Context: an optimization exercise on an open-source flow, tuned for small area, a short achievable clock period and few clock cycles per item. The choices shown serve that exercise and are no tape-out recipe.
Only simulation tests tie the RTL to the original design; equivalence was not proved.

Setup of old:
==> flow/design.v (excerpt) <==
module sha512_core (
    input  wire          clk,
    input  wire          rst,           
    input  wire          in_valid,
    output wire          in_ready,
    input  wire          in_first,      
    input  wire          in_last,       
    input  wire [1:0]    in_variant,    
    input  wire [1023:0] in_block,      
    output reg           out_valid,
    output wire [511:0]  out_digest     
);
  reg        st_load, st_run, st_fin;
  reg        fin_pend;      
  reg [6:0]  cnt;           
  reg [4:0]  wi;            
  reg        nf_q;          
  reg [1:0]  nv_q;          
  reg        first_q, last_q;
  reg [1:0]  var_q;         
  reg [1:0]  ovar;          
  reg [1:0]  ph;            
  reg [63:0] a, b, c, d, e, f, g, h;
  reg [63:0] hp0, hp1, hp2, hp3;    
  reg [63:0] he0, he1, he2, he3;    
  reg [63:0] hkw;                   
  reg [63:0] wv [0:15];             
  function [63:0] iv_word(input [1:0] v, input [2:0] i);
    reg [511:0] iv;
    begin
      case (v)
        2'd0: iv = {64'h6a09e667f3bcc908, 64'hbb67ae8584caa73b, 64'h3c6ef372fe94f82b, 64'ha54ff53a5f1d36f1,
                    64'h510e527fade682d1, 64'h9b05688c2b3e6c1f, 64'h1f83d9abfb41bd6b, 64'h5be0cd19137e2179};
        2'd1: iv = {64'hcbbb9d5dc1059ed8, 64'h629a292a367cd507, 64'h9159015a3070dd17, 64'h152fecd8f70e5939,
                    64'h67332667ffc00b31, 64'h8eb44a8768581511, 64'hdb0c2e0d64f98fa7, 64'h47b5481dbefa4fa4};
        2'd2: iv = {64'h22312194fc2bf72c, 64'h9f555fa3c84c64c2, 64'h2393b86b6f53b151, 64'h963877195940eabd,
                    64'h96283ee2a88effe3, 64'hbe5e1e2553863992, 64'h2b0199fc2c85b8aa, 64'h0eb72ddc81c52ca2};
        default: iv = {64'h8c3d37c819544da2, 64'h73e1996689dcd4d6, 64'h1dfab7ae32ff9c82, 64'h679dd514582f9fcf,
                       64'h0f6d2b697bd44da8, 64'h77e36f7304c48942, 64'h3f9d85a86a1d36c8, 64'h1112e6ad91d692a1};
      endcase
      iv_word = iv[511 - 64*i -: 64];
    end
  endfunction
  ...
clock: 13.0 ns
lec_check: 0
cap_margin: 20
core_margin: 2
core_utilization: 45
setup_slack_margin: 5
slew_margin: 20
run.sh (not shown) runs the stock make flow with config.mk's settings and CLKGATE_MAP_FILE= SYNTH_SCRIPT=/design/flow/synth_recipe.tcl, a recipe that flattens the netlist after the stock synthesis.
Testbench counts of old, summed over its fixed seeds: cycles 38,823, blocks 479.
Edits applied to the flow inputs when going from old to new:
==> flow/flow/run.sh (new file) <==
#!/bin/bash
# The standard layout (standard.sh), with two changes to how it is made:
# setup repair aims 8 ns below the clock period (so the resizer works on the
# critical paths instead of stopping as soon as the 13 ns period is met), and
# the port buffers are sky130_fd_sc_hd__buf_1 instead of the resizer's default
# choice. The make output goes to flow_make.log; each ORFS step's own log is in
# orfs/logs/.
set -euo pipefail
bash standard.sh SETUP_SLACK_MARGIN=8 \
  "BUFFER_PORTS_ARGS=-buffer_cell sky130_fd_sc_hd__buf_1" finish > flow_make.log 2>&1
==> flow/standard.sh (new file) <==
#!/bin/bash
# synth_recipe.tcl (not shown) runs the flow's synth.tcl, then flattens the netlist and writes it again
# the make line also repeats each setting of config.mk as NAME=value (left out here)
make -C /OpenROAD-flow-scripts/flow DESIGN_CONFIG=/design/flow/config.mk WORK_HOME=/design/flow/orfs CLKGATE_MAP_FILE= SYNTH_SCRIPT=/design/flow/synth_recipe.tcl "${@:-finish}"
-- flow/config.mk --
<<< old, line 9
export CORE_MARGIN = 2
export CORE_UTILIZATION = 45
export SETUP_SLACK_MARGIN = 5
export SLEW_MARGIN = 20
>>> new, line 9
export CORE_MARGIN = 2
export CORE_UTILIZATION = 55
export CTS_BUF_LIST = sky130_fd_sc_hd__clkbuf_4 sky130_fd_sc_hd__clkbuf_8
export CTS_CLUSTER_DIAMETER = 60
export CTS_CLUSTER_SIZE = 20
export SLEW_MARGIN = 20
removed: flow/run.sh
Notes after the runs:
new never completed, since it errored out during 5_1_grt. old: no failed stages, no open violations at the end. Cmp new vs old: post-placement cell count lower in new. Mean cell area of the mapped netlist: old vs new identical. [new vs old] number of buffers on the longest clock path: lower in new. new — site row count 18 lower, old as reference. ~same netlist area before placement in old and new. Against old as the reference, new delivers a lower x dimension of the die. Number of buffers created by CTS of new falls short of that of old by more than a quarter. new -> old: count of clock tree sinks delta 0, exact match. Detailed placement HPWL for new is lower than for old. Per the comparison of new with old, starting density of the core rose 10 points, area after detailed placement fell 7.6%.

## static timing again, ports no longer ideal
No port has a modelled driver above. Below, the same layout with a new extraction and two added sets of constraints.
Step 1: set_driving_cell puts a clkbuf_16 on clk and a buf_2 on each other input, an assumption about the parent block.
Step 2 moves the port delays by t, midway between the first and last clock arrival at a register: inputs arrive t later, outputs are due t later. That takes back most of the time a late clock gives input paths.
a / b / c = ideal / step 1 / step 2; a / b = the first two.
run: old
t, ns: 0.994
setup slack, ns: 5.391 / 5.391 / 5.391
latest minus earliest clock arrival (ns): 0.161 / 0.161
After both steps setup and hold are still met in old. For old, drivers alone change the setup slack by 0.000 ns; drivers and shift together by 0.000 ns.
